From an optimization exercise on the open Yosys and OpenROAD flow, aimed at small area, a short achievable clock period and few clock cycles; shortcuts taken in it are not production practice. Function was checked by simulation only, so behaviour that the tests miss may differ from the original. Power and IR drop assume default switching activity.

==> flow/design.v (excerpt) <==
module ng_core (
    input  wire        clk,
    input  wire        rst,
    input  wire        cmd_valid,
    output wire        cmd_ready,
    input  wire [31:0] cmd_word,
    input  wire [63:0] cmd_operand,
    output wire [63:0] state_q,
    output wire [63:0] result,
    output wire [31:0] status,
    output wire        sample_valid,
    input  wire        sample_ready,
    output wire [7:0]  sample_data
);
Settings: LEC_CHECK=0, ABC_AREA=1, CAP_MARGIN=20, CORE_MARGIN=2, CORE_UTILIZATION=65, CTS_CLUSTER_DIAMETER=70, CTS_CLUSTER_SIZE=24, SLEW_MARGIN=20; clock period 27.0 ns.
standard.sh (not shown) runs the stock make flow with config.mk's settings and CLKGATE_MAP_FILE= SYNTH_SCRIPT=/design/flow/synth_recipe.tcl, a recipe that flattens the netlist after the stock synthesis.
==> flow/flow/run.sh <==
#!/bin/bash
# Standard layout, with every port buffered by a buf_1 and timing repair asked
# for 16.5 ns of setup slack (a 10.5 ns period) instead of 0.
set -euo pipefail
export BUFFER_PORTS_ARGS="-buffer_cell sky130_fd_sc_hd__buf_1"
export SETUP_SLACK_MARGIN=16.5
bash standard.sh synth > synth.log 2>&1
bash standard.sh > layout.log 2>&1
Testbench counts at the start, summed over its fixed seeds: cycles 13,424.
Next try:
--- a/flow/design.v
+++ b/flow/design.v
@@ -27,21 +27,21 @@
   reg [2:0]  mode;
   reg [1:0]  calc;         
   reg        rd_ob;        
   reg        pend;         
   reg [3:0]  idx;          
   reg [3:0]  lst;          
   reg [7:0]  smp;          
   reg [63:0] hreg;         
   reg [4:0]  sbr;          
   reg [4:0]  sb_off;       
-  reg [15:0] clean;        
+  reg [4:0]  cln;          
   reg [63:0] sbq [0:16];
   reg [7:0]  obq [0:16];
   wire [3:0]  op   = cmd_word[3:0];
   wire [7:0]  rsv  = cmd_word[11:4];
   wire [19:0] addr = cmd_word[31:12];
   wire fmt_z  = (op == OP_NOP) || (op == OP_STEP);
   wire fmt_c  = (op == OP_FILL);
   wire fmt_cp = (op == OP_FILTER) || (op == OP_ITER);
   wire fmt_t  = (op == OP_LUTRD);
   wire fmt_a  = (op == OP_SBRD) || (op == OP_OBRD);
@@ -479,69 +479,48 @@
     obq[11] <= obq[12];
     if (ob_we && sb_off[3:2] == 2'd3) obq[12] <= ob_wd;
     else obq[12] <= ~obq[13];
     obq[13] <= obq[14];
     obq[14] <= obq[15];
     obq[15] <= obq[16];
     obq[16] <= obq[0];
   end
   wire rebase = accept && (dec_err == E_OK) && (op == OP_ITER) && n_16;
   wire [4:0] sbr_i = (sbr == 5'd16) ? 5'd0 : sbr + 5'd1;
-  function [3:0] first_one;
-    input [15:0] m;
-    integer i;
-    begin
-      first_one = 4'd0;
-      for (i = 15; i >= 0; i = i - 1)
-        if (m[i]) first_one = i;
-    end
-  endfunction
-  reg [15:0] lt_n;         
-  reg [15:0] le_l;         
-  integer j;
-  always @(*) begin
-    for (j = 0; j < 16; j = j + 1) begin
-      lt_n[j] = (opd_n[4:0] > j);
-      le_l[j] = (lst >= j);
-    end
-  end
-  wire [15:0] dirty  = ~clean;
-  wire        f_any  = |(dirty & lt_n);
-  wire [15:0] f_rest = dirty & le_l & ~(16'd1 << idx);
-  wire        f_more = |f_rest;
-  wire [3:0]  f_next = first_one(f_rest);
-  wire [4:0]  off_fd = {1'b0, f_next} - sbr_i;
-  wire [4:0]  off_f  = off_fd[4] ? off_fd + 5'd17 : off_fd;
+  wire f_any = (opd_n[4:0] > cln);
   wire [4:0] sbr_n = rebase ? 5'd16 : sbr_i;
-  wire [3:0] idx_i = (fmt_a || fmt_av) ? addr[3:0] : (op == OP_FILTER) ? first_one(dirty) : 4'd0;
+  wire [3:0] idx_i = (fmt_a || fmt_av) ? addr[3:0] : (op == OP_FILTER) ? cln[3:0] : 4'd0;
   wire [4:0] off_d = {1'b0, idx_i} - sbr_i;
   wire [4:0] off_m = off_d[4] ? off_d + 5'd17 : off_d;
-  wire adv = busy && (mode == M_FILL) && sb_ok || emit_wr;
-  wire f_step = busy && (mode == M_FILTER) && sb_ok;
+  wire adv = busy && (mode == M_FILL || mode == M_FILTER) && sb_ok || emit_wr;
   always @(posedge clk) begin
     if (!busy || (emit_wr && !last))
       smp <= acc_smp;
     if (!busy)
       hreg <= cmd_operand;
     sbr <= rst ? 5'd0 : sbr_n;
     if (rst)
       sb_off <= 5'd0;
     else if (!busy)
       sb_off <= rebase ? 5'd1 : off_m;
-    else if (f_step)
-      sb_off <= off_f;
     else if (!adv)
       sb_off <= (sb_off == 5'd0) ? 5'd16 : sb_off - 5'd1;
     if (rst)
-      clean <= 16'd0;
-    else if (sb_we || ob_we)
-      clean[idx] <= ob_we;
+      cln <= 5'd0;
+    else if (accept && dec_err == E_OK) begin
+      if ((op == OP_FILTER || op == OP_ITER) && f_any)
+        cln <= opd_n[4:0];
+      else if (op == OP_FILL && n_nz)
+        cln <= 5'd0;
+      else if (op == OP_SBWR && {1'b0, addr[3:0]} < cln)
+        cln <= {1'b0, addr[3:0]};
+    end
     if (rst) begin
       s_reg      <= 64'd1;
       result_reg <= 64'd0;
       err_reg    <= E_OK;
       busy       <= 1'b0;
       mode       <= M_CALC;
       calc       <= 2'd0;
       rd_ob      <= 1'b0;
       pend       <= 1'b0;
       idx        <= 4'd0;
@@ -613,22 +592,22 @@
           if (sb_ok) begin
             idx <= idx + 4'd1;
             if (!last)
               s_reg <= s_next;
             else
               busy <= 1'b0;
           end
         end
         M_FILTER: begin
           if (sb_ok) begin
-            idx <= f_next;
-            if (!f_more)
+            idx <= idx + 4'd1;
+            if (last)
               busy <= 1'b0;
           end
         end
         default: begin  
           if (emit_wr) begin
             idx  <= idx + 4'd1;
             pend <= 1'b0;
             if (last)
               busy <= 1'b0;
             else
Result: Cell count increases by 1.5%. Global-route usage decreases by 1.6 points. Via count decreases by 1.9%. Area after synthesis decreases by 1.0%. Setup slack improved by 0.053 ns. Design area decreases by 1.0%. Power decreases by 2.1%. Clock power hardly moves. Clock-buffer cell count decreases by 7. Flip-flop and latch count decreases by 11.
Testbench counts after the change, summed over its fixed seeds: cycles 13,424.

========
main:
ng_core again, from the RTL that the note above started with.
clock: 27.0 ns
lec_check: 0
cap_margin: 20
core_margin: 2
core_utilization: 65
cts_cluster_diameter: 70
cts_cluster_size: 24
slew_margin: 20
==> flow/flow/run.sh <==
#!/bin/bash
# Standard layout, with every port buffered by a buf_2 and timing repair asked
# for 16.5 ns of setup slack (a 10.5 ns period) instead of 0.
set -euo pipefail
export BUFFER_PORTS_ARGS="-buffer_cell sky130_fd_sc_hd__buf_2"
export SETUP_SLACK_MARGIN=16.5
bash standard.sh synth > synth.log 2>&1
bash standard.sh > layout.log 2>&1
Testbench counts of main, summed over its fixed seeds: cycles 13,424.
### main -> the feature branch
--- a/flow/design.v
+++ b/flow/design.v
@@ -30,15 +30,14 @@
   reg        pend;         
   reg [3:0]  idx;          
   reg [3:0]  lst;          
   reg [7:0]  smp;          
   reg [63:0] hreg;         
   reg [4:0]  sbr;          
   reg [4:0]  sb_off;       
-  reg [15:0] clean;        
   reg [63:0] sbq [0:16];
   reg [7:0]  obq [0:16];
   wire [3:0]  op   = cmd_word[3:0];
   wire [7:0]  rsv  = cmd_word[11:4];
   wire [19:0] addr = cmd_word[31:12];
   wire fmt_z  = (op == OP_NOP) || (op == OP_STEP);
   wire fmt_c  = (op == OP_FILL);
@@ -482,63 +481,31 @@
     obq[13] <= obq[14];
     obq[14] <= obq[15];
     obq[15] <= obq[16];
     obq[16] <= obq[0];
   end
   wire rebase = accept && (dec_err == E_OK) && (op == OP_ITER) && n_16;
   wire [4:0] sbr_i = (sbr == 5'd16) ? 5'd0 : sbr + 5'd1;
-  function [3:0] first_one;
-    input [15:0] m;
-    integer i;
-    begin
-      first_one = 4'd0;
-      for (i = 15; i >= 0; i = i - 1)
-        if (m[i]) first_one = i;
-    end
-  endfunction
-  reg [15:0] lt_n;         
-  reg [15:0] le_l;         
-  integer j;
-  always @(*) begin
-    for (j = 0; j < 16; j = j + 1) begin
-      lt_n[j] = (opd_n[4:0] > j);
-      le_l[j] = (lst >= j);
-    end
-  end
-  wire [15:0] dirty  = ~clean;
-  wire        f_any  = |(dirty & lt_n);
-  wire [15:0] f_rest = dirty & le_l & ~(16'd1 << idx);
-  wire        f_more = |f_rest;
-  wire [3:0]  f_next = first_one(f_rest);
-  wire [4:0]  off_fd = {1'b0, f_next} - sbr_i;
-  wire [4:0]  off_f  = off_fd[4] ? off_fd + 5'd17 : off_fd;
   wire [4:0] sbr_n = rebase ? 5'd16 : sbr_i;
-  wire [3:0] idx_i = (fmt_a || fmt_av) ? addr[3:0] : (op == OP_FILTER) ? first_one(dirty) : 4'd0;
+  wire [3:0] idx_i = (fmt_a || fmt_av) ? addr[3:0] : 4'd0;
   wire [4:0] off_d = {1'b0, idx_i} - sbr_i;
   wire [4:0] off_m = off_d[4] ? off_d + 5'd17 : off_d;
-  wire adv = busy && (mode == M_FILL) && sb_ok || emit_wr;
-  wire f_step = busy && (mode == M_FILTER) && sb_ok;
+  wire adv = busy && (mode == M_FILL || mode == M_FILTER) && sb_ok || emit_wr;
   always @(posedge clk) begin
     if (!busy || (emit_wr && !last))
       smp <= acc_smp;
     if (!busy)
       hreg <= cmd_operand;
     sbr <= rst ? 5'd0 : sbr_n;
     if (rst)
       sb_off <= 5'd0;
     else if (!busy)
       sb_off <= rebase ? 5'd1 : off_m;
-    else if (f_step)
-      sb_off <= off_f;
     else if (!adv)
       sb_off <= (sb_off == 5'd0) ? 5'd16 : sb_off - 5'd1;
-    if (rst)
-      clean <= 16'd0;
-    else if (sb_we || ob_we)
-      clean[idx] <= ob_we;
     if (rst) begin
       s_reg      <= 64'd1;
       result_reg <= 64'd0;
       err_reg    <= E_OK;
       busy       <= 1'b0;
       mode       <= M_CALC;
       calc       <= 2'd0;
@@ -577,15 +544,15 @@
               if (n_nz) begin
                 s_reg <= s_next;
                 busy  <= 1'b1;
                 mode  <= (op == OP_ITER) ? M_EMIT : M_FILL;
               end
             end
             OP_FILTER: begin
-              if (f_any) begin
+              if (n_nz) begin
                 busy <= 1'b1;
                 mode <= M_FILTER;
               end
             end
             default: ;
           endcase
         end
@@ -616,16 +583,16 @@
               s_reg <= s_next;
             else
               busy <= 1'b0;
           end
         end
         M_FILTER: begin
           if (sb_ok) begin
-            idx <= f_next;
-            if (!f_more)
+            idx <= idx + 4'd1;
+            if (last)
               busy <= 1'b0;
           end
         end
         default: begin  
           if (emit_wr) begin
             idx  <= idx + 4'd1;
             pend <= 1'b0;
### Flow results
Post-synthesis share of cell area spent on and, or, nand and nor gates: the feature branch < main
A critical-path cell with the highest stage delay of sky130_fd_sc_hd__buf_16 is what the feature branch shows, while sky130_fd_sc_hd__clkbuf_16 belongs to main.
Comparing area overhead of the layout relative to synthesis for main and the feature branch, the bigger number came from main.
Compared with main, in the feature branch cell depth of the worst flop-to-flop path went down by 19%, combinational share of power went down by 1.1 points, met3 routing resource usage after global routing went down by 1.1 points.
Testbench counts of the feature branch, summed over its fixed seeds: cycles 14,042.

==> what the ideal ports hide <==
Ports are ideal in the flow. The routed layouts listed here were re-timed in OpenROAD. Step 1 sets driving cells, clkbuf_16 on the clock port and buf_2 on the other inputs (assumed; they add their load-dependent delay and slew). Step 2 also shifts input and output timing later by t, the mid clock arrival at the registers, as if the neighbouring blocks saw the same clock. a / b / c = ideal ports / drivers / drivers and shift; a / b = the first two.
run	t, ns	setup slack, ns	clock arrival spread, ns	pins driven straight from the clock port
the first run of note 1	0.740	15.731 / 15.688 / 15.688	0.043 / 0.043	1
the second run of note 1	0.722	15.784 / 15.734 / 15.734	0.038 / 0.038	1
main	0.714	15.870 / 15.732 / 15.732	0.031 / 0.031	1
the feature branch	0.705	15.917 / 15.743 / 15.743	0.028 / 0.028	1
After both steps every run listed still meets setup and hold. For the feature branch, which loses most, drivers alone change the setup slack by -0.174 ns; drivers and shift together by -0.174 ns.
